This is an optimization exercise on Yosys and OpenROAD, whose aim is small area, a short achievable clock period and few clock cycles, not a production implementation. Only simulation tests tie the RTL to the original design; equivalence was not proved. Power figures rest on the tool's default switching activity, not on a simulated workload.

== v6 ==
==> flow/design.v (excerpt) <==
module intlit_parse (
    input  wire        clk,
    input  wire        rst,
    input  wire        cmd_valid,
    output wire        cmd_ready,
    input  wire [31:0] cmd,
    input  wire [31:0] soft_code,
    input  wire [31:0] hard_code,
    input  wire        tok_empty,
    input  wire        ch_valid,
    output wire        ch_ready,
    input  wire [7:0]  ch_data,
    input  wire        ch_last,
    output wire        rsp_valid,
    input  wire        rsp_ready,
    output wire [3:0]  rsp_status,
    output wire [31:0] rsp_code,
    output wire [31:0] rsp_word0,
    output wire [31:0] rsp_word1
);
    localparam [3:0] P_START  = 4'd0;   
    localparam [3:0] P_NEG    = 4'd1;   
    localparam [3:0] P_BANG   = 4'd2;   
    localparam [3:0] P_BANG0  = 4'd3;   
    localparam [3:0] P_ZERO   = 4'd4;   
    localparam [3:0] P_HEXPFX = 4'd5;   
    localparam [3:0] P_HEX    = 4'd6;   
    localparam [3:0] P_DEC    = 4'd7;   
    localparam [3:0] P_ERR    = 4'd8;   
    reg        s_tok;
    reg        s_rsp;
    reg        ref_cmd;     
    reg        ref_type;    
    reg        sgn;         
    reg  [5:0] wm1;         
    reg [31:0] soft_q;
    reg [31:0] hard_q;
    reg  [3:0] pstate;
    reg        neg_q;
    reg [63:0] acc;         
    reg        ovf;         
    wire cmd_fire = cmd_valid && cmd_ready;
    wire ch_fire  = ch_valid && s_tok;
    assign cmd_ready = !s_tok && (!s_rsp || rsp_ready);
    assign ch_ready  = s_tok;
    assign rsp_valid = s_rsp;
    always @(posedge clk) begin
        if (rst) begin
            s_tok <= 1'b0;
            s_rsp <= 1'b0;
        end else if (cmd_fire) begin
            s_tok <= !tok_empty;
            s_rsp <= tok_empty;
        end else if (ch_fire && ch_last) begin
            s_tok <= 1'b0;
            s_rsp <= 1'b1;
        end else if (s_rsp && rsp_ready) begin
            s_rsp <= 1'b0;
        end
    end
    always @(posedge clk) begin
        if (cmd_fire) begin
            ref_cmd  <= (cmd[3:0] != 4'h1) || cmd[4] || (cmd[7:6] != 2'b00) ||
                        (cmd[31:16] != 16'h0000);
  ...
For scale: roughly 1800 cells after synthesis.
clock: 7.0 ns
lec_check: 0
cap_margin: 20
core_margin: 2
core_utilization: 55
setup_slack_margin: 2.25
slew_margin: 20
synth_hierarchical: 1
standard.sh (not shown) runs the stock make flow with config.mk's settings and CLKGATE_MAP_FILE= SYNTH_SCRIPT=/design/flow/synth_recipe.tcl, a recipe that flattens the netlist after the stock synthesis.
==> flow/flow/run.sh <==
#!/bin/bash
# Standard ORFS layout, but with the port buffers built from the smallest
# plain buffer (buf_1) instead of the delay buffer buffer_ports picks by
# default; the resizer upsizes them where timing or fanout needs it.
set -euo pipefail
bash standard.sh synth > synth.log 2>&1
bash standard.sh "BUFFER_PORTS_ARGS=-buffer_cell sky130_fd_sc_hd__buf_1" finish > layout.log 2>&1
In summary, v6 completed successfully, with a layout that passed the timing, design-rule and antenna checks.
Testbench counts of v6, summed over its fixed seeds: cycles 23,027.
--- input diff v6..v7 ---
Settings: putting TNS_END_PERCENT at 10 where nothing was set; swapping 2.25 for 2.5 in SETUP_SLACK_MARGIN.
==> run summary <==
- Routed wirelength normalized by instance count, v6 and v7, lower one = v6.
- In v7 relative to v6, via count had gone up slightly.
- STATUS tightest hold margin: v7 wins against v6
- Of v6 and v7, v6 shows the higher global-route met1 utilization, with v7 below it.
- v7: data arrival time at the worst-slack endpoint 0.07 ns below v6
- On post-route setup TNS, v6 and v7 are neck and neck.
- Fraction of standard cell area that is sequential (v7 over v6): decrease, 0.20 points

---

The RTL this note starts from:
==> flow/design.v <==
module intlit_parse (
    input  wire        clk,
    input  wire        rst,
    input  wire        cmd_valid,
    output wire        cmd_ready,
    input  wire [31:0] cmd,
    input  wire [31:0] soft_code,
    input  wire [31:0] hard_code,
    input  wire        tok_empty,
    input  wire        ch_valid,
    output wire        ch_ready,
    input  wire [7:0]  ch_data,
    input  wire        ch_last,
    output wire        rsp_valid,
    input  wire        rsp_ready,
    output wire [3:0]  rsp_status,
    output wire [31:0] rsp_code,
    output wire [31:0] rsp_word0,
    output wire [31:0] rsp_word1
);
    localparam [3:0] P_START  = 4'd0;   
    localparam [3:0] P_NEG    = 4'd1;   
    localparam [3:0] P_BANG   = 4'd2;   
    localparam [3:0] P_BANG0  = 4'd3;   
    localparam [3:0] P_ZERO   = 4'd4;   
    localparam [3:0] P_HEXPFX = 4'd5;   
    localparam [3:0] P_HEX    = 4'd6;   
    localparam [3:0] P_DEC    = 4'd7;   
    localparam [3:0] P_ERR    = 4'd8;   
    reg        s_tok;
    reg        s_rsp;
    reg        ref_cmd;     
    reg        ref_type;    
    reg        sgn;         
    reg  [5:0] wm1;         
    reg [31:0] soft_q;
    reg [31:0] hard_q;
    reg  [3:0] pstate;
    reg        neg_q;
    reg [63:0] acc;         
    reg        ovf;         
    wire cmd_fire = cmd_valid && cmd_ready;
    wire ch_fire  = ch_valid && s_tok;
    assign cmd_ready = !s_tok && (!s_rsp || rsp_ready);
    assign ch_ready  = s_tok;
    assign rsp_valid = s_rsp;
    always @(posedge clk) begin
        if (rst) begin
            s_tok <= 1'b0;
            s_rsp <= 1'b0;
        end else if (cmd_fire) begin
            s_tok <= !tok_empty;
            s_rsp <= tok_empty;
        end else if (ch_fire && ch_last) begin
            s_tok <= 1'b0;
            s_rsp <= 1'b1;
        end else if (s_rsp && rsp_ready) begin
            s_rsp <= 1'b0;
        end
    end
    always @(posedge clk) begin
        if (cmd_fire) begin
            ref_cmd  <= (cmd[3:0] != 4'h1) || cmd[4] || (cmd[7:6] != 2'b00) ||
                        (cmd[31:16] != 16'h0000);
            ref_type <= (cmd[15:8] == 8'd0) || (cmd[15:8] > 8'd64);
            sgn      <= cmd[5];
            wm1      <= cmd[13:8] - 6'd1;
            soft_q   <= soft_code;
            hard_q   <= hard_code;
        end
    end
    wire       is_dec   = (ch_data >= "0") && (ch_data <= "9");
    wire       is_alpha = ((ch_data >= "a") && (ch_data <= "f")) ||
                          ((ch_data >= "A") && (ch_data <= "F"));
    wire       is_hex   = is_dec || is_alpha;
    wire [3:0] hex_val  = is_alpha ? (ch_data[3:0] + 4'd9) : ch_data[3:0];
    wire hexmode = (pstate == P_HEXPFX) || (pstate == P_HEX);
    wire acc_en  = ch_fire && (hexmode ? is_hex : is_dec);
    wire [2:0]  lo  = {1'b0, acc[1:0]} + {1'b0, ch_data[3:1]};
    wire        c2  = lo[2];
    wire [60:0] gg, pp, p0;
    ilp_mul5_pg u_pg (.a(acc), .g(gg), .p(pp), .p0(p0));
    wire [61:0] cy  = {gg | (pp & {61{c2}}), c2};      
    wire [63:0] dec_next = {p0 ^ cy[60:0], lo[1:0], ch_data[0]};
    wire        dec_ovf  = (acc[63:61] != 3'd0) || cy[61];
    wire [63:0] hex_next = {acc[59:0], hex_val};
    wire        hex_ovf  = acc[63:60] != 4'd0;
    wire [63:0] acc_next = hexmode ? hex_next : dec_next;
    wire        ovf_next = ovf || (hexmode ? hex_ovf : dec_ovf);
    wire [63:0] ge_wm1;
    ilp_therm u_therm (.t(wm1), .ge(ge_wm1));
    wire [63:0] ge_w = {ge_wm1[62:0], 1'b0};
    wire hi_w_d, hi_wm1_d, lo_wm1_d;
    ilp_anyset u_hi_w   (.a(acc_next), .m(ge_w),    .y(hi_w_d));      
    ilp_anyset u_hi_wm1 (.a(acc_next), .m(ge_wm1),  .y(hi_wm1_d));    
    ilp_anyset u_lo_wm1 (.a(acc_next), .m(~ge_wm1), .y(lo_wm1_d));    
    reg hi_w, hi_wm1, lo_wm1;
    always @(posedge clk) begin
        if (cmd_fire) begin
            acc    <= 64'd0;
            ovf    <= 1'b0;
            hi_w   <= 1'b0;
            hi_wm1 <= 1'b0;
            lo_wm1 <= 1'b0;
        end else if (acc_en) begin
            acc    <= acc_next;
            ovf    <= ovf_next;
            hi_w   <= hi_w_d;
            hi_wm1 <= hi_wm1_d;
            lo_wm1 <= lo_wm1_d;
        end
    end
    always @(posedge clk) begin
        if (cmd_fire) begin
            pstate <= P_START;
            neg_q  <= 1'b0;
        end else if (ch_fire) begin
            case (pstate)
                P_START: begin
                    if (ch_data == "-")      pstate <= P_NEG;
                    else if (ch_data == "!") pstate <= P_BANG;
                    else if (ch_data == "0") pstate <= P_ZERO;
                    else if (is_dec)         pstate <= P_DEC;
                    else                     pstate <= P_ERR;
                    neg_q <= (ch_data == "-");
                end
                P_NEG: begin
                    if (ch_data == "0")      pstate <= P_ZERO;
                    else if (is_dec)         pstate <= P_DEC;
                    else                     pstate <= P_ERR;
                end
                P_BANG:  pstate <= (ch_data == "0") ? P_BANG0  : P_ERR;
                P_BANG0: pstate <= (ch_data == "x") ? P_HEXPFX : P_ERR;
                P_ZERO: begin
                    if (ch_data == "x")      pstate <= P_HEXPFX;
                    else if (is_dec)         pstate <= P_DEC;
                    else                     pstate <= P_ERR;
                end
                P_HEXPFX: pstate <= is_hex ? P_HEX : P_ERR;
                P_HEX:    pstate <= is_hex ? P_HEX : P_ERR;
                P_DEC:    pstate <= is_dec ? P_DEC : P_ERR;
                default:  pstate <= P_ERR;
            endcase
        end
    end
    wire        w_gt32 = wm1[5];
    wire [63:0] lz;
    ilp_prefix_or u_lz (.a(acc), .y(lz));
    wire        nz = hi_wm1 || lo_wm1;
    wire refused      = ref_cmd || ref_type;
    wire form_dec = (pstate == P_ZERO) || (pstate == P_DEC);
    wire form_hex = (pstate == P_HEX);
    wire nomatch  = !refused && !(form_dec || form_hex);
    wire parsed   = !refused && (form_dec || form_hex);
    wire m_w      = !neg_q && (form_hex || !sgn);    
    wire m_wm1    = !neg_q && !form_hex && sgn;      
    wire m_half   = neg_q && sgn;                    
    wire m_zero   = neg_q && !sgn;                   
    wire m_ext    = !neg_q && form_hex && sgn;       
    wire bad   = ovf || (m_w && hi_w) || (m_wm1 && hi_wm1) ||
                 (m_half && (hi_w || (hi_wm1 && lo_wm1))) || (m_zero && nz);
    wire ok    = parsed && !bad;
    wire oor = parsed && bad;
    wire ext   = m_ext && hi_wm1;
    wire [63:0] pattern = neg_q ? (acc ^ {lz[62:0], 1'b0}) : (acc | ({64{ext}} & ge_w));
    assign rsp_status = ref_cmd  ? 4'h8 :
                        ref_type ? 4'h9 :
                        nomatch  ? 4'h1 :
                        oor    ? 4'h2 : 4'h0;
    assign rsp_code   = ({32{nomatch}} & soft_q) | ({32{oor}} & hard_q);
    assign rsp_word0  = {32{ok}} & pattern[31:0];
    assign rsp_word1  = {32{ok && w_gt32}} & pattern[63:32];
endmodule
module ilp_mul5_pg (
    input  wire [63:0] a,
    output reg  [60:0] g,
    output reg  [60:0] p,
    output reg  [60:0] p0
);
    integer j, l, k;
    always @(*) begin
        for (j = 0; j < 61; j = j + 1) begin
            g[j]  = a[j] & a[j + 2];
            p[j]  = a[j] ^ a[j + 2];
            p0[j] = p[j];
        end
        for (l = 0; l < 6; l = l + 1)
            for (j = 0; j < 61; j = j + 1)
                if ((j >> l) & 1) begin
                    k = ((j >> l) << l) - 1;
                    g[j] = g[j] | (p[j] & g[k]);
                    p[j] = p[j] & p[k];
                end
    end
endmodule
module ilp_therm (
    input  wire [5:0]  t,
    output reg  [63:0] ge
);
    integer i;
    always @(*) for (i = 0; i < 64; i = i + 1) ge[i] = (i >= t);
endmodule
module ilp_anyset (
    input  wire [63:0] a,
    input  wire [63:0] m,
    output wire        y
);
    assign y = |(a & m);
endmodule
module ilp_prefix_or (
    input  wire [63:0] a,
    output reg  [63:0] y
);
    integer m, n, q;
    always @(*) begin
        y = a;
        for (n = 0; n < 6; n = n + 1)
            for (m = 0; m < 64; m = m + 1)
                if ((m >> n) & 1) begin
                    q = ((m >> n) << n) - 1;
                    y[m] = y[m] | y[q];
                end
    end
endmodule
clock: 7.0 ns
lec_check: 0
cap_margin: 20
core_margin: 2
core_utilization: 40
setup_slack_margin: 2.5
slew_margin: 20
synth_hierarchical: 1
Scripts as last shown in full above: flow/flow/run.sh
The baseline completed with no timing, DRC or antenna violations.
Testbench counts at the start, summed over its fixed seeds: cycles 23,027.
Next try:
CORE_UTILIZATION = 55   (was 40)
The new run passed the timing, design-rule and antenna checks.
Wire length goes down by a little under a tenth.
Hold slack loses 0.014 ns.
Via count climbs slightly.
Total power fell slightly.
Fmax rose by a few percent.
Worst setup slack improves by 0.11 ns.

-- afterwards: timing with drivers on the ports --
The flow's constraints put no driver on any port. The routed layouts listed below were extracted and timed again, unchanged, in two steps. Step 1, drivers: a clkbuf_16 drives clk and a buf_2 each remaining input, both assumed. Step 2 moves the port delays by t, midway between the first and last clock arrival at a register: inputs arrive t later, outputs are due t later. That takes back most of the time a late clock gives input paths. a / b / c = ideal ports / drivers / drivers and shift; a / b = the first two.
| run | t, ns | slack for setup (ns) | hold slack, ns |
|---|---|---|---|
| v6 | 0.487 | 2.410 / 2.361 / 2.413 | 0.456 / 0.456 / 0.456 |
| v7 | 0.477 | 2.478 / 2.428 / 2.414 | 0.473 / 0.473 / 0.473 |
| the first run of note 2 | 0.480 | 2.450 / 2.400 / 2.187 | 0.547 / 0.547 / 0.547 |
| the second run of note 2 | 0.471 | 2.562 / 2.521 / 2.160 | 0.533 / 0.533 / 0.533 |
After both steps setup and hold are still met in every run listed. The setup slack of the second run of note 2, which loses most, moves by -0.041 ns with the drivers and by -0.402 ns with both steps.
